Source: an optimization exercise on an open RTL-to-GDS flow (aim: small area, a short achievable clock period and few clock cycles). Production flows keep margins and buffers that such runs may drop.
Function was not checked in any run shown here: the RTL went through the layout flow alone.

<file path="flow/config.mk">
export PLATFORM = sky130hd
export DESIGN_NAME = fsyn_calc
export DESIGN_NICKNAME = fsyn_calc
export VERILOG_FILES = /design/flow/design.v
export SDC_FILE = /design/flow/constraint.sdc
export NUM_CORES = 4
export LEC_CHECK = 0
export ABC_CLOCK_PERIOD_IN_PS = 3000
export CAP_MARGIN = 20
export CORE_MARGIN = 2
export CORE_UTILIZATION = 40
export SLEW_MARGIN = 20
</file>
<file path="flow/constraint.sdc">
create_clock -name core_clock -period 10.0 [get_ports {clk}]
set_input_delay 2.0000 -clock core_clock [delete_from_list [all_inputs] [get_ports {clk}]]
set_output_delay 2.0000 -clock core_clock [all_outputs]
set_load 0.01 [all_outputs]
</file>
<file path="flow/design.v">
module fsyn_calc (
    input             clk,
    input             rst,
    input             in_valid,
    output            in_ready,
    input      [31:0] in_freq,
    output            out_valid,
    output     [31:0] ms_a,
    output     [19:0] ms_b,
    output     [17:0] ms_p1,
    output     [19:0] ms_p2,
    output            ms_range_err,
    output            div_zero,
    output     [31:0] dds_word,
    output            dds_alias
);
    parameter integer KM = 2;    
    parameter integer KD = 2;    
    localparam [31:0] VCO_HZ = 32'd900000000;
    localparam [20:0] DDS_D  = 21'd1953125;           
    localparam [25:0] DDS_C  = 26'd976562;            
    localparam integer P     = ((6 + KD - 1) / KD) * KD;    
    localparam integer NPRE  = P / KD;
    localparam [1:0] M_A = 2'd0, M_BINIT = 2'd1, M_B = 2'd2, M_DONE = 2'd3;
    reg         busy;
    reg  [31:0] f;
    reg         dz;
    reg         alias_r;
    reg  [1:0]  ms_st;
    reg  [5:0]  ms_j;
    reg  [31:0] ms_R;
    reg  [KM-1:0] ms_nb;
    reg  [29:0] Qa;
    reg  [19:0] Qb;
    reg         a_ge8, a_lt2048, a_eq2048, b_zero;
    reg         d_run;
    reg  [5:0]  d_p;
    reg  [20:0] Rd;
    reg  [KD-1:0] d_nb;
    reg  [31:0] Qd;
    wire ms_fin = (ms_st == M_DONE);
    wire d_fin  = ~d_run;
    assign out_valid = busy & ms_fin & d_fin;
    assign in_ready  = ~busy | (ms_fin & d_fin);
    wire accept = in_valid & in_ready;
    function [KM-1:0] vco_bits(input [5:0] j);
        integer u;
        for (u = 0; u < KM; u = u + 1)
            vco_bits[KM-1-u] = (j + u < 32) ? VCO_HZ[31 - (j + u)] : 1'b0;
    endfunction
    integer i;
    reg [5:0]  nm_j0;
    reg [31:0] nm_R0;
    always @(*) begin
        nm_j0 = 6'd0;
        for (i = 0; i < 32; i = i + 1)
            if (in_freq[i]) nm_j0 = ((i + 2 > 32 ? 32 : i + 2) / KM) * KM;
        nm_R0 = VCO_HZ >> (6'd32 - nm_j0);
    end
    wire in_zero = (in_freq == 32'd0);
    integer t;
    reg [31:0] ms_Rn;
    reg [KM-1:0] ms_q;
    reg [32:0] ms_x;
    reg [33:0] ms_d;
    always @(*) begin
        ms_Rn = ms_R;
        for (t = 0; t < KM; t = t + 1) begin
            ms_x = {ms_Rn, ms_nb[KM-1-t]};
            ms_d = {1'b0, ms_x} - {2'b00, f};
            ms_q[KM-1-t] = ~ms_d[33];
            ms_Rn = ms_d[33] ? ms_x[31:0] : ms_d[31:0];
        end
    end
    wire ms_last = (ms_j == 6'd32 - KM);
    wire [29:0] br     = ms_R[29:0];
    wire [20:0] bl_dec = {1'b0, br[19:0]} - 21'd1;    
    wire        bl_nz  = ~bl_dec[20];
    wire [19:0] bl_m1  = bl_dec[19:0] & {20{bl_nz}};  
    wire [29:0] b_top  = {br[29:20], bl_m1} - {20'd0, br[29:20]};
    wire [19:0] b_low  = ~bl_dec[19:0] & {20{bl_nz}};
    reg [20:0] Rdn;
    reg [KD-1:0] d_q;
    reg [21:0] d_x;
    reg [22:0] d_d;
    always @(*) begin
        Rdn = Rd;
        for (t = 0; t < KD; t = t + 1) begin
            d_x = {Rdn, d_nb[KD-1-t]};
            d_d = {1'b0, d_x} - {2'b00, DDS_D};
            d_q[KD-1-t] = ~d_d[22];
            Rdn = d_d[22] ? d_x[20:0] : d_d[20:0];
        end
    end
    wire          in_long = (in_freq >= 32'd125000000);
    wire          d_pre   = (d_p < NPRE);
    wire [P-1:0]  f_pre   = f[5+P:6];
    wire [5:0]    d_pn    = d_p + 6'd1;
    wire [KD-1:0] d_nb_pre = (d_pn < NPRE) ? f_pre[P-1-d_pn*KD -: KD] : Qd[31 -: KD];
    always @(posedge clk) begin
        if (rst) begin
            busy <= 1'b0;
        end else if (accept) begin
            busy <= 1'b1;
        end else if (out_valid) begin
            busy <= 1'b0;
        end
    end
    always @(posedge clk) begin
        if (accept) begin
            f       <= in_freq;
            dz      <= in_zero;
            alias_r <= (in_freq > 32'd62500000);
            ms_st   <= in_zero ? M_DONE : (nm_j0 == 6'd32) ? M_BINIT : M_A;
            ms_j    <= nm_j0;
            d_run   <= 1'b1;
        end else begin
            case (ms_st)
                M_A:     begin ms_j <= ms_j + KM; if (ms_last) ms_st <= M_BINIT; end
                M_BINIT: begin ms_j <= 6'd12; ms_st <= M_B; end
                M_B:     begin ms_j <= ms_j + KM; if (ms_last) ms_st <= M_DONE; end
                default: ;
            endcase
            if (d_p == NPRE + 32 / KD - 1) d_run <= 1'b0;
        end
    end
    always @(posedge clk) begin
        if (accept) begin
            ms_R  <= nm_R0;
            ms_nb <= vco_bits(nm_j0);
            Qa    <= 30'd0;
            Qb    <= 20'd0;
            Rd    <= in_long ? in_freq[31:6+P] : in_freq[26:6];
            d_nb  <= in_long ? in_freq[5+P -: KD] : in_freq[5 -: KD];
            Qd    <= {in_freq[5:0], DDS_C};
            d_p   <= in_long ? 6'd0 : NPRE;
        end else begin
            case (ms_st)
                M_A: begin
                    ms_R  <= ms_Rn;
                    ms_nb <= vco_bits(ms_j + KM);
                    Qa    <= {Qa[29-KM:0], ms_q};
                end
                M_BINIT: begin
                    ms_R     <= {2'b00, b_top};
                    ms_nb    <= b_low[19 -: KM];
                    Qb       <= {b_low[19-KM:0], {KM{1'b0}}};
                    a_ge8    <= |Qa[29:3];
                    a_lt2048 <= ~|Qa[29:11];
                    a_eq2048 <= (Qa == 30'd2048);
                    b_zero   <= 1'b1;
                end
                M_B: begin
                    ms_R   <= ms_Rn;
                    ms_nb  <= Qb[19 -: KM];
                    Qb     <= {Qb[19-KM:0], ms_q};
                    b_zero <= b_zero & ~|ms_q;
                end
                default: ;
            endcase
            if (d_run) begin
                Rd  <= Rdn;
                d_nb <= d_pre ? d_nb_pre : Qd[31-KD -: KD];
                if (!d_pre) Qd <= {Qd[31-KD:0], d_q};
                d_p <= d_p + 6'd1;
            end
        end
    end
    wire [10:0] p1_hi = Qa[10:0] - 11'd4;
    assign ms_a         = {2'b00, Qa};
    assign ms_b         = Qb;
    assign ms_p1        = {dz ? 11'd0 : p1_hi, Qb[19:13]};
    assign ms_p2        = {Qb[12:0], Qb[19:13]};
    assign ms_range_err = ~dz & ~(a_ge8 & (a_lt2048 | (a_eq2048 & b_zero)));
    assign div_zero     = dz;
    assign dds_word     = Qd;
    assign dds_alias    = alias_r;
endmodule
</file>
<file path="flow/flow/run.sh">
#!/bin/bash
# Standard ORFS layout (the standard.sh, unchanged synthesis), with timing
# repair aiming at a setup slack of MARGIN ns against the design's own clock
# constraint, so the layout closes at a shorter achieved period.
set -euo pipefail
cd "$(dirname "$0")/.."
bash standard.sh SETUP_SLACK_MARGIN=6.5 finish > standard_flow.log 2>&1
</file>
<file path="flow/standard.sh">
#!/bin/bash
# synth_recipe.tcl (not shown) runs the flow's synth.tcl, then flattens the netlist and writes it again
# the make line also repeats each setting of config.mk as NAME=value (left out here)
make -C /OpenROAD-flow-scripts/flow DESIGN_CONFIG=/design/flow/config.mk WORK_HOME=/design/flow/orfs CLKGATE_MAP_FILE= SYNTH_SCRIPT=/design/flow/synth_recipe.tcl "${@:-finish}"
</file>
==> results of run 1 <==
## flip-flops by register name, summed over array words and instances, names as in the netlist, 2 cells and up
signal,cells
d_nb,2
Rd,21
ms_nb,2
ms_st,2
ms_R,32
Qd,32
f,32
d_p,6
Qb,20
ms_j,5
Qa,30
## layout by cell type, fill, tap and decap left out, types with 18 or more instances in the layout
master	n
sky130_fd_sc_hd__nand2_1	160
sky130_fd_sc_hd__nor2_1	157
sky130_fd_sc_hd__buf_4	156
sky130_fd_sc_hd__edfxtp_1	114
sky130_fd_sc_hd__clkdlybuf4s50_1	105
sky130_fd_sc_hd__a21oi_1	95
sky130_fd_sc_hd__xnor2_1	85
sky130_fd_sc_hd__inv_1	80
sky130_fd_sc_hd__o21ai_0	65
sky130_fd_sc_hd__ha_1	63
sky130_fd_sc_hd__dfxtp_1	59
sky130_fd_sc_hd__buf_6	57
sky130_fd_sc_hd__mux2i_1	48
sky130_fd_sc_hd__nand3_1	45
sky130_fd_sc_hd__xor2_1	44
sky130_fd_sc_hd__a31oi_1	37
sky130_fd_sc_hd__nor3_1	36
sky130_fd_sc_hd__a21o_1	31
sky130_fd_sc_hd__nor2b_1	30
sky130_fd_sc_hd__o21ai_1	30
sky130_fd_sc_hd__ha_4	27
sky130_fd_sc_hd__o22ai_1	21
sky130_fd_sc_hd__a22o_1	21
sky130_fd_sc_hd__clkbuf_16	19
sky130_fd_sc_hd__buf_2	19
sky130_fd_sc_hd__o21a_1	18
## layer usage
| metal | vias to the layer above | track usage |
|---|---|---|
| li1 | 7748 | - |
| met1 | 8240 | 0.3855 |
| met2 | 735 | 0.4776 |
| met3 | 177 | 0.04884 |
| met4 | 4 | 0.1619 |
| met5 | - | 0.008333 |
## worst paths after layout
kind,slack [ps],startpoint,end,cells after the start
worst max register to register,4210,ms_R[19]$_DFFE_PP_,ms_R[14]$_DFFE_PP_,26
worst max-delay path,4210,ms_R[19]$_DFFE_PP_,ms_R[14]$_DFFE_PP_,26
worst min-delay path,500,Qd[10]$_SDFFE_PP1P_,Qd[10]$_SDFFE_PP1P_,1
worst min register to register,500,Qd[10]$_SDFFE_PP1P_,Qd[10]$_SDFFE_PP1P_,1
## stage by stage
step,cell area [sq um],setup WS (ps)
after global routing,22790,3980
after CTS,21840,4460
after detailed placement,18270,2831
final,22790,4212
after global placement,18270,2965
after floorplan,16580,4927
## layout make-up
| class | instances | area, sq um |
|---|---|---|
| sequential | 192 | 5026 |
| clock buffer | 18 | 439.2 |
| antenna | 2 | 5.005 |
| fill | 3507 | 17030 |
| multi-input combinational | 1536 | 12210 |
| tap | 525 | 656.9 |
| timing repair buffer | 394 | 3921 |
| inverter | 96 | 392.9 |
| clock inverter | 14 | 137.6 |
## logic make-up after synthesis
group                      Yosys count  synth area share
buffers and inverters              211           0.05797
and+or+nand+nor                    668            0.2006
other                                1         0.0002323
adders and majority gates          102           0.08044
muxes                               63           0.04138
xor gates and xnor gates           137           0.07432
AOI/OAI and AO/OA                  555            0.2363
DFF                                192            0.3087
## repair_timing
action / in CTS / in global routing
buffers inserted: 167 / 42
gates resized for setup: 504 / 156
pin swaps: 97 / 101
cloned: 16 / 3
hold buffers: 0 / 0
hold endpoints to repair: 0 / 0
endpoints found under the setup margin: 220 / 148
==> key figures, run 1 <==
Yosys
  – Post-synth EDFFs: 114
  – Leading cell types by total area after synthesis: sky130_fd_sc_hd__edfxtp_1 21%, sky130_fd_sc_hd__dfxtp_1 9.7%, sky130_fd_sc_hd__ha_1 7.7%
  – Async S/R FF share, synth: 0
  – Yosys warns: 1
  – Mean Syn Cell Area: 8.370 sq um
  – Fraction of the yosys area taken by sequential cells: 0.3087
  – Total standard cell area after synthesis: 16150 sq um
  – Dominant cell by count in the synthesized netlist: sky130_fd_sc_hd__nor2_1
  – Post-synth cell types: 102
  – Prevailing post-synth register cell: sky130_fd_sc_hd__edfxtp_1
  – Cell taking the most area after synthesis: sky130_fd_sc_hd__edfxtp_1
  – Post-synth top cells: 186 x sky130_fd_sc_hd__nor2_1, 183 x sky130_fd_sc_hd__nand2_1, 116 x sky130_fd_sc_hd__a21oi_1
  – Post-synthesis cell count: 1929
  – Share of the synthesized area in the top cell type: 0.2120
  – FF+latch count, synth: 192

Place
  – Global placer's final weighted congestion: 0.9873
  – # placed instances: 2515
  – Number of I/O port buffers: 159
  – Detailed placement HPWL: 43480 um

Floorplan
  – Effective utilization at floorplan: 0.4054
  – Overall die area: 41990 sq um
  – Total I/O pin count: 162
  – Core Box Area: 39820 sq um
  – Chip Height: 204.9 um
  – Site row count: 73
  – Die X: 204.9 um

Detailed routing
  – Per-cell routed wire length: 23.20 um
  – Routed wire length on met3: 4357 um
  – Number of vias in the routed layout: 16900
  – Highest metal layer with signal wires: met5
  – Total wirelength of the detailed-routed design: 64430 um
  – Detailed Routing Iterations Pass 1: 6
  – Sum of met2 wire segment lengths after detailed routing: 29980 um
  – Violation count after the first detailed-route iteration: 1650
  – Antenna-violating nets left: 0
  – Sum of routed wire segments on met1: 26450 um
  – Detail-routed via count per cell: 6.087
  – Number of remaining DRC errors: 0

STA
  – Clock skew: 15.79 ps
  – Worst Max-Slew Pin Slew: 1007 ps
  – RSZ-0062 raised after global routing: yes
  – Max Fclk: 172.8 MHz
  – Fraction of the cycle the final worst path needs: 0.5788
  – Shortest clock period the worst path allows after layout: 5788 ps
  – Tightest slew margin relative to the limit: 0.3237
  – Worst hold margin: 504.3 ps
  – Hold Vio Cnt, Final: 0
  – Final number of setup-violating endpoints: 0
  – Final number of max-transition violations: 0
  – Final total negative setup slack: 0 ps

GRT
  – Largest net degree at the start of global routing: 46
  – Vias in the first global route: 16410
  – Global Route Usage Sum: 0.2991
  – Initial antenna violation count: 3
  – Sum of overflow across all layers after global routing: 0
  – Wire length of the first global-routing pass: 96420 um

Clock tree
  – Maximum clock path buffer count: 2
  – Clock transition at the registers of the reported paths: 90 ps
  – Clk latency of the worst-skew pair: 460 ps
  – Clock root buffer: sky130_fd_sc_hd__clkbuf_16
  – TritonCTS clock tree: built
  – Inserted Clock Buffers: 17
  – CTS H-tree depth: 4
  – Clock net sink count: 192

Cells and area
  – Layout cells sized above 1: 0.2889
  – Non-filler cells, final: 2777
  – Net count of the finished layout: 2374
  – Post-layout utilization of the core: 0.5724
  – Relative area change from synthesis to final layout: 41.17%

Worst setup path
  – Worst EP required: 10190 ps
  – Count of buffering cells on the critical path with inverters included: 4
  – Arrival time of the worst setup path: 5980 ps
  – Cell type group with the largest total delay on the critical path: compound AO/OA/AOI/OAI gates
  – Top fanout value on the critical path: 6
  – Type of element capturing the critical path: flip-flop
  – CP max stage cell: sky130_fd_sc_hd__edfxtp_1
  – Kind of start point of the critical path: flip-flop
  – Startpoint-to-endpoint class of the critical path: reg -> reg
  – Critical Path Max Stage Delay: 470 ps

Worst hold path
  – Tightest Hold Check Type: reg -> reg

Status
  – Run status: finished clean

Flow run
  – Count of max-cap constraint violations: 0
==> run 2, diff against run 1 <==
--- a/flow/flow/run.sh
+++ b/flow/flow/run.sh
@@ -5,3 +5,3 @@
 set -euo pipefail
 cd "$(dirname "$0")/.."
-bash standard.sh SETUP_SLACK_MARGIN=6.5 finish > standard_flow.log 2>&1
+bash standard.sh SETUP_SLACK_MARGIN=5.0 finish > standard_flow.log 2>&1
==> key figures, run 2 <==
Yosys
  – FF+latch count, synth: 192
  – Post-synthesis cell count: 1929
  – Fraction of the yosys area taken by sequential cells: 0.3087
  – Total standard cell area after synthesis: 16150 sq um
  – Dominant cell by count in the synthesized netlist: sky130_fd_sc_hd__nor2_1
  – Mean Syn Cell Area: 8.370 sq um
  – Post-synth cell types: 102
  – Post-synth top cells: 186 x sky130_fd_sc_hd__nor2_1, 183 x sky130_fd_sc_hd__nand2_1, 116 x sky130_fd_sc_hd__a21oi_1
  – Share of the synthesized area in the top cell type: 0.2120
  – Cell taking the most area after synthesis: sky130_fd_sc_hd__edfxtp_1
  – Async S/R FF share, synth: 0
  – Leading cell types by total area after synthesis: sky130_fd_sc_hd__edfxtp_1 21%, sky130_fd_sc_hd__dfxtp_1 9.7%, sky130_fd_sc_hd__ha_1 7.7%
  – Post-synth EDFFs: 114
  – Prevailing post-synth register cell: sky130_fd_sc_hd__edfxtp_1
  – Yosys warns: 1

Place
  – Number of I/O port buffers: 159
  – Detailed placement HPWL: 45920 um
  – Global placer's final weighted congestion: 0.9681
  – Worst slack at placement: 2931 ps

Flow run
  – Count of max-cap constraint violations: 0

Clock tree
  – Maximum clock path buffer count: 2
  – TritonCTS clock tree: built
  – Clock net sink count: 192
  – Clk latency of the worst-skew pair: 470 ps
  – Inserted Clock Buffers: 17
  – CTS H-tree depth: 4
  – Clock root buffer: sky130_fd_sc_hd__clkbuf_16
  – Clock transition at the registers of the reported paths: 80 ps

Worst setup path
  – Top fanout value on the critical path: 7
  – Beginning of the worst register-to-register path: f[12]$_DFFE_PP_
  – Worst EP required: 10180 ps
  – Setup crit start: f[12]$_DFFE_PP_
  – Startpoint-to-endpoint class of the critical path: reg -> reg
  – Kind of start point of the critical path: flip-flop
  – Arrival time of the worst setup path: 6180 ps
  – Type of element capturing the critical path: flip-flop

Cells and area
  – Largest registers: Qd (32), f (32), ms_R (32)
  – Most used cells in the layout excluding fill and tap cells: 174 x sky130_fd_sc_hd__nand2_1, 171 x sky130_fd_sc_hd__nor2_1, 152 x sky130_fd_sc_hd__clkdlybuf4s50_1
  – Relative area change from synthesis to final layout: 27.08%
  – Antenna cells: 0
  – Commonest non-fill, non-tap cell in the layout: sky130_fd_sc_hd__nand2_1
  – Layout cells sized above 1: 0.1575
  – Net count of the finished layout: 2232

GRT
  – Vias in the first global route: 15260
  – Wire length of the first global-routing pass: 91840 um
  – Sum of overflow across all layers after global routing: 0
  – Global Route Usage Sum: 0.2882
  – Initial antenna violation count: 3
  – Largest net degree at the start of global routing: 67

Worst hold path
  – Min-Delay Startpoint: Qd[13]$_SDFFE_PP1P_
  – Tightest Hold Check Type: reg -> reg

Status
  – Run status: finished clean

Detailed routing
  – Per-cell routed wire length: 23.45 um
  – Number of remaining DRC errors: 0
  – Antenna-violating nets left: 0
  – Total wirelength of the detailed-routed design: 61750 um
  – Detailed Routing Iterations Pass 1: 5
  – Detail-routed via count per cell: 6.104
  – Number of vias in the routed layout: 16070
  – Violation count after the first detailed-route iteration: 1429

STA
  – Fraction of the cycle the final worst path needs: 0.6002
  – Clock skew: 14.44 ps
  – Final number of max-transition violations: 0
  – RSZ-0062 raised after global routing: yes
  – Final worst slack: 3998 ps
  – Shortest clock period the worst path allows after layout: 6002 ps
  – Final number of setup-violating endpoints: 0
  – Hold Vio Cnt, Final: 0
  – Final total negative setup slack: 0 ps
  – Tightest slew margin relative to the limit: 0.1563
  – Max Fclk: 166.6 MHz
  – Worst Max-Slew Pin Slew: 1263 ps

Floorplan
  – Chip Height: 204.9 um
  – Overall die area: 41990 sq um
  – Site row count: 73
  – Effective utilization at floorplan: 0.4054
  – Core Box Area: 39820 sq um
  – Die X: 204.9 um
  – Total I/O pin count: 162
[run 2: cell counts after synthesis]
No cell type changed its count.
[run 2: timing repair]
action | in CTS | in global routing
resized for setup | 108 | 109
pin swaps | 14 | 19
hold buffers | 0 | 0
buffers inserted | 40 | 35
endpoints found under the setup margin | 54 | 56
cloned | 7 | 3
[run 2: per-stage QoR]
stage | util | hold slack (ps) | cells | cell area [sq um]
after floorplan | - | 478.0 | 1930 | 16370
after global placement | 0.4545 | 474.3 | 2516 | 18100
after detailed placement | 0.4545 | 477.8 | 2516 | 18100
after CTS | 0.4943 | 496.5 | 2595 | 19690
after global routing | 0.5152 | 519.0 | 2633 | 20520
final | 0.5152 | 491.6 | 2633 | 20520
[run 2: final timing paths]
path,to,slack (ps),depth (start not counted)
worst min-delay path,Qd[13]$_SDFFE_PP1P_,490,1
worst min register to register,Qd[13]$_SDFFE_PP1P_,490,1
worst max register to register,ms_R[26]$_DFFE_PP_,4000,25
worst max-delay path,ms_R[26]$_DFFE_PP_,4000,25
[run 2: critical path: stages, from the launching register on]
cell,delay [ps]
sky130_fd_sc_hd__edfxtp_1,480
sky130_fd_sc_hd__inv_1,180
sky130_fd_sc_hd__ha_4,330
sky130_fd_sc_hd__o21a_1,130
sky130_fd_sc_hd__o211ai_1,130
sky130_fd_sc_hd__a32oi_2,350
sky130_fd_sc_hd__a21oi_2,110
sky130_fd_sc_hd__nor3_2,160
sky130_fd_sc_hd__buf_4,170
sky130_fd_sc_hd__o221ai_4,140
sky130_fd_sc_hd__and2_4,210
sky130_fd_sc_hd__buf_4,150
sky130_fd_sc_hd__o31ai_2,340
sky130_fd_sc_hd__ha_1,330
sky130_fd_sc_hd__o21a_2,250
sky130_fd_sc_hd__o21ai_1,180
sky130_fd_sc_hd__nor4_2,80
sky130_fd_sc_hd__a21oi_2,230
sky130_fd_sc_hd__o21ai_4,120
sky130_fd_sc_hd__a41oi_2,190
sky130_fd_sc_hd__a211oi_2,110
sky130_fd_sc_hd__a311o_2,400
sky130_fd_sc_hd__buf_6,170
sky130_fd_sc_hd__clkbuf_16,150
sky130_fd_sc_hd__o211ai_1,370
sky130_fd_sc_hd__o221ai_1,250
[run 2: layer usage]
metal,track usage,up-vias,part of all wire
met2,0.4309,734,0.43
met3,0.07143,125,0.087
met1,0.3985,7768,0.44
li1,-,7442,-
met4,0.1113,2,0.038
met5,0,-,0.00018
[run 2: cells by family after synthesis]
logic type	Yosys count	synth area share
AO/OA/AOI/OAI	555	0.2363
AND/OR/NAND/NOR	668	0.2006
buffers and inverters	211	0.05797
XOR/XNOR	137	0.07432
flip-flops	192	0.3087
multiplexers	63	0.04138
other	1	0.0002323
adder cells (fa/ha/maj)	102	0.08044
[run 2: area by class of cell]
class	count	area [sq um]
clock buffers	17	425.4
clock inverters	15	165.2
fillers	3748	19300
inverters	96	366.6
multi-input cells	1529	11300
flip-flops and latches	192	4985
well taps	525	656.9
repair buffers	259	2616
==> run 3, diff against run 2 <==
--- a/flow/design.v
+++ b/flow/design.v
@@ -15,6 +15,6 @@
     output            dds_alias
 );
-    parameter integer KM = 2;    
-    parameter integer KD = 2;    
+    parameter integer KM = 1;    
+    parameter integer KD = 1;    
     localparam [31:0] VCO_HZ = 32'd900000000;
     localparam [20:0] DDS_D  = 21'd1953125;           
--- a/flow/flow/run.sh
+++ b/flow/flow/run.sh
@@ -5,3 +5,3 @@
 set -euo pipefail
 cd "$(dirname "$0")/.."
-bash standard.sh SETUP_SLACK_MARGIN=5.0 finish > standard_flow.log 2>&1
+bash standard.sh SETUP_SLACK_MARGIN=6.7 finish > standard_flow.log 2>&1
==> key figures, run 3 <==
Status
  – Run status: finished clean

GRT
  – Sum of overflow across all layers after global routing: 0
  – Met3 usage in global routing: 0.06322
  – Met2 Use GR: 0.4328
  – Met1 global-route usage: 0.3788
  – Wire length of the first global-routing pass: 78540 um
  – Global Route Usage Sum: 0.2824
  – Vias in the first global route: 13180
  – Peak-usage layer in the global routing report: met2
  – Largest net degree at the start of global routing: 66
  – Initial antenna violation count: 0

Clock tree
  – TritonCTS clock tree: built
  – Clock root buffer: sky130_fd_sc_hd__clkbuf_16
  – # hold bufs at CTS: 0
  – Clock net sink count: 191
  – Inserted Clock Buffers: 17
  – CTS H-tree depth: 4
  – Clk latency of the worst-skew pair: 470 ps
  – Clock transition at the registers of the reported paths: 90 ps
  – Maximum clock path buffer count: 2

Cells and area
  – Net count of the finished layout: 1954
  – Relative area change from synthesis to final layout: 32.56%
  – Most used cells in the layout excluding fill and tap cells: 167 x sky130_fd_sc_hd__nor2_1, 147 x sky130_fd_sc_hd__nand2_1, 113 x sky130_fd_sc_hd__edfxtp_1
  – Antenna cells: 0
  – Number of inserted filler cells in the final layout: 3240
  – Layout cells sized above 1: 0.2304
  – Largest registers: Qd (32), f (32), ms_R (32)
  – Commonest non-fill, non-tap cell in the layout: sky130_fd_sc_hd__nor2_1
  – Post-layout utilization of the core: 0.5405

Yosys
  – Complex-gate fraction of the synthesized area: 0.2016
  – Post-synth EDFFs: 113
  – Fraction of the yosys area taken by sequential cells: 0.3509
  – Prevailing post-synth register cell: sky130_fd_sc_hd__edfxtp_1
  – Post-synthesis cell count: 1648
  – FF+latch count, synth: 191
  – Mux contribution to synthesized area: 0.06700
  – Dominant combinational cell family by area after synthesis: simple AND/OR/NAND/NOR gates
  – Leading cell types by total area after synthesis: sky130_fd_sc_hd__edfxtp_1 24%, sky130_fd_sc_hd__dfxtp_1 11%, sky130_fd_sc_hd__mux2i_1 6.4%
  – Share of the synthesized area in the top cell type: 0.2403
  – Cell taking the most area after synthesis: sky130_fd_sc_hd__edfxtp_1
  – Post-synth cell types: 87
  – Yosys warns: 1
  – Post-synth top cells: 181 x sky130_fd_sc_hd__nor2_1, 154 x sky130_fd_sc_hd__nand2_1, 113 x sky130_fd_sc_hd__edfxtp_1
  – Async S/R FF share, synth: 0
  – Area fraction in and, or, nand and nor cells after synthesis: 0.2016
  – Xor-xnor portion of the synthesized cell area: 0.05512
  – Arithmetic-cell share of the synthesized area counting full adders, half adders and majority gates: 0.05955
  – Total standard cell area after synthesis: 14120 sq um
  – Dominant cell by count in the synthesized netlist: sky130_fd_sc_hd__nor2_1
  – Mean Syn Cell Area: 8.567 sq um

Flow run
  – Count of max-cap constraint violations: 0

Floorplan
  – Site row count: 68
  – Core Box Area: 34630 sq um
  – Total I/O pin count: 162
  – Die X: 191.9 um
  – Chip Height: 191.9 um
  – Overall die area: 36820 sq um
  – Effective utilization at floorplan: 0.4077

STA
  – Clock skew: 14.06 ps
  – Final number of setup-violating endpoints: 0
  – Max Fclk: 206.8 MHz
  – Fraction of the cycle the final worst path needs: 0.4836
  – Final total negative setup slack: 0 ps
  – Final number of max-transition violations: 0
  – RSZ-0062 raised after global routing: yes
  – Tightest slew margin relative to the limit: 0.2614
  – Worst Max-Slew Pin Slew: 1106 ps
  – Hold Vio Cnt, Final: 0
  – Shortest clock period the worst path allows after layout: 4836 ps

Place
  – Detailed placement HPWL: 35610 um
  – Number of I/O port buffers: 159
  – Global placer's final weighted congestion: 0.9656

Detailed routing
  – Detail-routed via count per cell: 6.012
  – Violation count after the first detailed-route iteration: 1323
  – Detailed Routing Iterations Pass 1: 6
  – Per-cell routed wire length: 22.55 um
  – Number of remaining DRC errors: 0
  – Antenna-violating nets left: 0
  – Number of vias in the routed layout: 13950
  – Total wirelength of the detailed-routed design: 52340 um

Worst setup path
  – Top fanout value on the critical path: 10
  – Arrival time of the worst setup path: 5050 ps
  – Startpoint-to-endpoint class of the critical path: in -> reg
  – Worst EP required: 10220 ps
  – Kind of start point of the critical path: primary input
  – Type of element capturing the critical path: flip-flop

Worst hold path
  – Tightest Hold Check Type: reg -> reg
==> run 3: logic make-up (layout without fill, tap and decap cells) <==
kind of cell    Yosys count  after routing
compound gates          413            416
xor+xnor                 88             88
flops                   191            191
other cells               1              2
buf+inv                 204            413
fa+ha+maj                66             66
mux                      93             93
simple gates            592            597
==> run 3: final cells by class <==
type	count	area [sq um]	share of cell area
repair buffers	300	2844	0.1520
clock inverters	14	138.9	0.007421
multi-input cells	1262	9376	0.5010
inverters	81	342.8	0.01832
clock buffers	18	450.4	0.02407
flip-flops and latches	191	4994	0.2668
well taps	455	569.3	0.03042
==> run 3: critical path, stage by stage <==
cell                       delay (ps)
sky130_fd_sc_hd__buf_6            130
sky130_fd_sc_hd__or4_4            490
sky130_fd_sc_hd__a221oi_2         200
sky130_fd_sc_hd__o41ai_2          130
sky130_fd_sc_hd__a311oi_2         320
sky130_fd_sc_hd__buf_6            150
sky130_fd_sc_hd__o21ai_4           80
sky130_fd_sc_hd__ha_4             210
sky130_fd_sc_hd__inv_6             90
sky130_fd_sc_hd__nor2_4            40
sky130_fd_sc_hd__a21oi_2          110
sky130_fd_sc_hd__o21ai_2           90
sky130_fd_sc_hd__nor3_4           220
sky130_fd_sc_hd__buf_12           150
sky130_fd_sc_hd__nor2_4            50
sky130_fd_sc_hd__buf_6            150
sky130_fd_sc_hd__a222oi_1         300
sky130_fd_sc_hd__o21ai_1          120
==> run 3: routing by layer <==
layer / wire length (um) / share of wire
met3: 4402 / 0.084
met1: 22410 / 0.43
met5: 0 / 0
met4: 2225 / 0.043
met2: 23300 / 0.45
==> run 3: stage by stage <==
step                hold WS (ps)  cells  area (sq um)  setup WS, ps
global route               494.6   2321         18720          4986
global placement           456.4   2161         16010          3396
CTS                        473.6   2291         18170          5191
detailed placement         464.2   2161         16010          3353
floorplan                  473.1   1649         14380          4437
finish                     468.6   2321         18720          5164
==> run 3: repair_timing <==
action,4_1_cts,5_1_grt
endpoints found under the hold margin,0,0
pin swaps,50,43
buffers inserted,86,29
resized for setup,477,112
cloned,12,1
endpoints found under the setup margin,357,130
==> run 3: final timing paths <==
check                 startpoint                   to  slack [ps]  depth (start not counted)
max                  in_freq[16]    ms_R[5]$_DFFE_PP_        5160                         18
min          Qd[15]$_SDFFE_PP1P_  Qd[16]$_SDFFE_PP0P_         470                          2
max reg2reg    ms_R[0]$_DFFE_PP_   ms_R[24]$_DFFE_PP_        5340                         17
min reg2reg  Qd[15]$_SDFFE_PP1P_  Qd[16]$_SDFFE_PP0P_         470                          2
==> run 4, diff against run 3 <==
--- a/flow/design.v
+++ b/flow/design.v
@@ -15,6 +15,6 @@
     output            dds_alias
 );
-    parameter integer KM = 1;    
-    parameter integer KD = 1;    
+    localparam integer KM = 2;   
+    localparam integer KD = 2;   
     localparam [31:0] VCO_HZ = 32'd900000000;
     localparam [20:0] DDS_D  = 21'd1953125;           
@@ -25,4 +25,5 @@
     reg         busy;
     reg  [31:0] f;
+    reg  [33:0] f3;              
     reg         dz;
     reg         alias_r;
@@ -59,18 +60,11 @@
     end
     wire in_zero = (in_freq == 32'd0);
-    integer t;
-    reg [31:0] ms_Rn;
-    reg [KM-1:0] ms_q;
-    reg [32:0] ms_x;
-    reg [33:0] ms_d;
-    always @(*) begin
-        ms_Rn = ms_R;
-        for (t = 0; t < KM; t = t + 1) begin
-            ms_x = {ms_Rn, ms_nb[KM-1-t]};
-            ms_d = {1'b0, ms_x} - {2'b00, f};
-            ms_q[KM-1-t] = ~ms_d[33];
-            ms_Rn = ms_d[33] ? ms_x[31:0] : ms_d[31:0];
-        end
-    end
+    wire [33:0] ms_x  = {ms_R, ms_nb};
+    wire [34:0] ms_d1 = {1'b0, ms_x} - {3'b000, f};
+    wire [34:0] ms_d2 = {1'b0, ms_x} - {2'b00, f, 1'b0};
+    wire [34:0] ms_d3 = {1'b0, ms_x} - {1'b0, f3};
+    wire [1:0]  ms_q  = ~ms_d3[34] ? 2'd3 : ~ms_d2[34] ? 2'd2 : ~ms_d1[34] ? 2'd1 : 2'd0;
+    wire [31:0] ms_Rn = ~ms_d3[34] ? ms_d3[31:0] : ~ms_d2[34] ? ms_d2[31:0] :
+                        ~ms_d1[34] ? ms_d1[31:0] : ms_x[31:0];
     wire ms_last = (ms_j == 6'd32 - KM);
     wire [29:0] br     = ms_R[29:0];
@@ -80,17 +74,12 @@
     wire [29:0] b_top  = {br[29:20], bl_m1} - {20'd0, br[29:20]};
     wire [19:0] b_low  = ~bl_dec[19:0] & {20{bl_nz}};
-    reg [20:0] Rdn;
-    reg [KD-1:0] d_q;
-    reg [21:0] d_x;
-    reg [22:0] d_d;
-    always @(*) begin
-        Rdn = Rd;
-        for (t = 0; t < KD; t = t + 1) begin
-            d_x = {Rdn, d_nb[KD-1-t]};
-            d_d = {1'b0, d_x} - {2'b00, DDS_D};
-            d_q[KD-1-t] = ~d_d[22];
-            Rdn = d_d[22] ? d_x[20:0] : d_d[20:0];
-        end
-    end
+    localparam [22:0] DDS_D2 = 2 * DDS_D, DDS_D3 = 3 * DDS_D;
+    wire [22:0] d_x  = {Rd, d_nb};
+    wire [23:0] d_d1 = {1'b0, d_x} - {3'b000, DDS_D};
+    wire [23:0] d_d2 = {1'b0, d_x} - {1'b0, DDS_D2};
+    wire [23:0] d_d3 = {1'b0, d_x} - {1'b0, DDS_D3};
+    wire [1:0]  d_q  = ~d_d3[23] ? 2'd3 : ~d_d2[23] ? 2'd2 : ~d_d1[23] ? 2'd1 : 2'd0;
+    wire [20:0] Rdn  = ~d_d3[23] ? d_d3[20:0] : ~d_d2[23] ? d_d2[20:0] :
+                       ~d_d1[23] ? d_d1[20:0] : d_x[20:0];
     wire          in_long = (in_freq >= 32'd125000000);
     wire          d_pre   = (d_p < NPRE);
@@ -110,4 +99,5 @@
         if (accept) begin
             f       <= in_freq;
+            f3      <= {2'b00, in_freq} + {1'b0, in_freq, 1'b0};
             dz      <= in_zero;
             alias_r <= (in_freq > 32'd62500000);
--- a/flow/flow/run.sh
+++ b/flow/flow/run.sh
@@ -5,3 +5,3 @@
 set -euo pipefail
 cd "$(dirname "$0")/.."
-bash standard.sh SETUP_SLACK_MARGIN=6.7 finish > standard_flow.log 2>&1
+bash standard.sh SETUP_SLACK_MARGIN=6.5 finish > standard_flow.log 2>&1
==> key figures, run 4 <==
Yosys
  – Mean Syn Cell Area: 8.331 sq um
  – Async S/R FF share, synth: 0
  – Share of the synthesized area in the top cell type: 0.2098
  – Post-synth top cells: 215 x sky130_fd_sc_hd__nor2_1, 211 x sky130_fd_sc_hd__ha_1, 192 x sky130_fd_sc_hd__nand2_1
  – Yosys warns: 1
  – Post-synth cell types: 95
  – Total standard cell area after synthesis: 21040 sq um
  – Post-synth EDFFs: 147
  – Cell taking the most area after synthesis: sky130_fd_sc_hd__edfxtp_1
  – Fraction of the yosys area taken by sequential cells: 0.2840
  – Dominant cell by count in the synthesized netlist: sky130_fd_sc_hd__nor2_1
  – Prevailing post-synth register cell: sky130_fd_sc_hd__edfxtp_1
  – Post-synthesis cell count: 2526
  – FF+latch count, synth: 225
  – Leading cell types by total area after synthesis: sky130_fd_sc_hd__edfxtp_1 21%, sky130_fd_sc_hd__ha_1 13%, sky130_fd_sc_hd__dfxtp_1 7.4%

Flow run
  – Count of max-cap constraint violations: 0

STA
  – Fraction of the cycle the final worst path needs: 0.4629
  – Hold Vio Cnt, Final: 0
  – Final total negative setup slack: 0 ps
  – Shortest clock period the worst path allows after layout: 4629 ps
  – Max Fclk: 216.0 MHz
  – RSZ-0062 raised after global routing: yes
  – Tightest slew margin relative to the limit: 0.2075
  – Clock skew: 17.65 ps
  – Final number of max-transition violations: 0
  – Final number of setup-violating endpoints: 0
  – Final worst slack: 5371 ps
  – Worst Max-Slew Pin Slew: 1184 ps

Detailed routing
  – Number of remaining DRC errors: 0
  – Per-cell routed wire length: 22.93 um
  – Antenna-violating nets left: 0
  – Detailed Routing Iterations Pass 1: 6
  – Total wirelength of the detailed-routed design: 80660 um
  – Number of vias in the routed layout: 21160
  – Violation count after the first detailed-route iteration: 1855
  – Detail-routed via count per cell: 6.014

Floorplan
  – Chip Height: 233.4 um
  – Effective utilization at floorplan: 0.4029
  – Overall die area: 54460 sq um
  – Core Box Area: 52240 sq um
  – Total I/O pin count: 162
  – Site row count: 84
  – Die X: 233.4 um

Clock tree
  – Clock root buffer: sky130_fd_sc_hd__clkbuf_16
  – Clock net sink count: 225
  – Clock transition at the registers of the reported paths: 60 ps
  – Inserted Clock Buffers: 27
  – Maximum clock path buffer count: 3
  – # hold bufs at CTS: 0
  – TritonCTS clock tree: built
  – CTS H-tree depth: 1
  – Clk latency of the worst-skew pair: 580 ps

Status
  – Run status: finished clean

Cells and area
  – Net count of the finished layout: 3061
  – Max FFs per register: 33
  – Number of inserted filler cells in the final layout: 4808
  – Non-filler cells, final: 3518
  – Register with the most flip-flops: f3
  – Antenna cells: 0
  – Most used cells in the layout excluding fill and tap cells: 194 x sky130_fd_sc_hd__nor2_1, 177 x sky130_fd_sc_hd__nand2_1, 174 x sky130_fd_sc_hd__ha_1, 174 x sky130_fd_sc_hd__buf_4, 148 x sky130_fd_sc_hd__inv_1
  – Commonest non-fill, non-tap cell in the layout: sky130_fd_sc_hd__nor2_1
  – Layout cells sized above 1: 0.2276
  – Relative area change from synthesis to final layout: 30.81%

Place
  – Global placer's final weighted congestion: 0.9323
  – Number of I/O port buffers: 159
  – Worst slack at placement: 3548 ps
  – Detailed placement HPWL: 57900 um
  – # placed instances: 3261

GRT
  – Global Route Usage Sum: 0.2846
  – Sum of overflow across all layers after global routing: 0
  – Wire length of the first global-routing pass: 120600 um
  – Vias in the first global route: 20260
  – Initial antenna violation count: 2
  – Largest net degree at the start of global routing: 68

Worst setup path
  – Slack of the worst reg-to-reg path: 5590 ps
  – Worst EP required: 10320 ps
  – Arrival time of the worst setup path: 4950 ps
  – Type of element capturing the critical path: flip-flop
  – Top fanout value on the critical path: 8
  – Kind of start point of the critical path: primary input
  – Startpoint-to-endpoint class of the critical path: in -> reg

Worst hold path
  – Tightest Hold Check Type: reg -> reg
[run 4: cell count changes in the layout (fill, tap and decap cells not counted), moves of 46 or more]
cell,previous run,this run
sky130_fd_sc_hd__ha_1,52,174
sky130_fd_sc_hd__buf_4,91,174
sky130_fd_sc_hd__inv_1,70,148
sky130_fd_sc_hd__a21oi_1,74,131
sky130_fd_sc_hd__o21ai_0,60,116
sky130_fd_sc_hd__xnor2_1,69,115
[run 4: final cells by class]
cell class	count	area, sq um	share of cell area
Multi-Input combinational cell	2004	15700	0.5704
Inverter	175	699.4	0.02541
Clock inverter	14	195.2	0.007091
Sequential cell	225	6012	0.2184
Clock buffer	35	725.7	0.02636
Timing Repair Buffer	377	3332	0.1210
Tap cell	688	860.8	0.03127
[run 4: through the flow]
step / instance area (sq um) / utilization / hold slack [ps]
2_1_floorplan: 21510 / - / 478.0
3_3_place_gp: 23380 / 0.4475 / 476.5
3_5_place_dp: 23380 / 0.4475 / 477.8
4_1_cts: 26600 / 0.5092 / 487.4
5_1_grt: 27530 / 0.5270 / 517.3
6_report: 27530 / 0.5270 / 489.6
[run 4: per-layer routing]
metal | track usage | part of all wire | wire length (um) | vias to the layer above
li1 | - | - | - | 9894
met1 | 0.3672 | 0.42 | 33820 | 10260
met2 | 0.4730 | 0.47 | 37740 | 789
met3 | 0.03882 | 0.061 | 4901 | 210
met4 | 0.1270 | 0.052 | 4195 | 2
met5 | 0 | 0.00016 | 13 | -
[run 4: worst max-delay path, stage by stage]
cell and delay [ps]:
sky130_fd_sc_hd__buf_8 100, sky130_fd_sc_hd__or4_4 540, sky130_fd_sc_hd__or3_4 350, sky130_fd_sc_hd__a31oi_4 170, sky130_fd_sc_hd__o32a_1 250, sky130_fd_sc_hd__buf_6 180
sky130_fd_sc_hd__ha_4 170, sky130_fd_sc_hd__and3_4 190, sky130_fd_sc_hd__ha_4 150, sky130_fd_sc_hd__nand2b_4 210, sky130_fd_sc_hd__nor2_4 100, sky130_fd_sc_hd__buf_6 120
sky130_fd_sc_hd__a221oi_2 280, sky130_fd_sc_hd__nand3b_1 120
[run 4: logic make-up (layout without fill, tap and decap cells)]
kind of cell / count (synthesis) / count (layout) / synth area share
AO/OA/AOI/OAI: 797 / 804 / 0.2538
XOR/XNOR: 162 / 163 / 0.06778
other: 1 / 2 / 0.0001782
flip-flops: 225 / 225 / 0.2840
adder cells (fa/ha/maj): 217 / 217 / 0.1307
AND/OR/NAND/NOR: 762 / 763 / 0.1762
multiplexers: 55 / 55 / 0.02640
buffers and inverters: 307 / 601 / 0.06106
[run 4: worst paths after layout]
kind / startpoint / to / depth (start not counted)
worst max register to register: ms_R[3]$_DFFE_PP_ / ms_R[18]$_DFFE_PP_ / 19
worst min register to register: Qd[19]$_SDFFE_PP1P_ / Qd[19]$_SDFFE_PP1P_ / 1
worst min-delay path: Qd[19]$_SDFFE_PP1P_ / Qd[19]$_SDFFE_PP1P_ / 1
worst max-delay path: in_freq[21] / ms_R[3]$_DFFE_PP_ / 14
[run 4: repair_timing]
item,4_1_cts,5_1_grt
cloned,9,1
endpoints found under the setup margin,332,200
resized for setup,622,132
setup buffers,141,57
pin swaps,105,90

static timing again, ports no longer ideal:
No port has a modelled driver above. Below, the same layouts with a new extraction and two added sets of constraints. Step 1, drivers: a clkbuf_16 drives clk and a buf_2 each remaining input, both assumed. Step 2 times the ports against the registers' clock, not the clock port: input delays grow and output delays shrink by t, the midpoint of the rising clock arrivals with the driver on. Three values: no drivers, after step 1, after step 2; two values: the first two.
run	shift t [ns]	setup slack, ns	hold WS [ns]	worst data-port slew with drivers (ns)
run 1	0.503	4.212 / 4.212 / 4.212	0.504 / 0.504 / 0.504	0.08
run 2	0.522	3.998 / 3.998 / 3.942	0.492 / 0.492 / 0.492	0.04
run 3	0.518	5.164 / 5.173 / 4.655	0.469 / 0.469 / 0.469	0.06
run 4	0.635	5.371 / 5.379 / 4.744	0.490 / 0.490 / 0.490	0.08
After both steps every run listed still meets setup and hold. For run 4, which loses most, drivers alone change the setup slack by +0.008 ns; drivers and shift together by -0.627 ns.
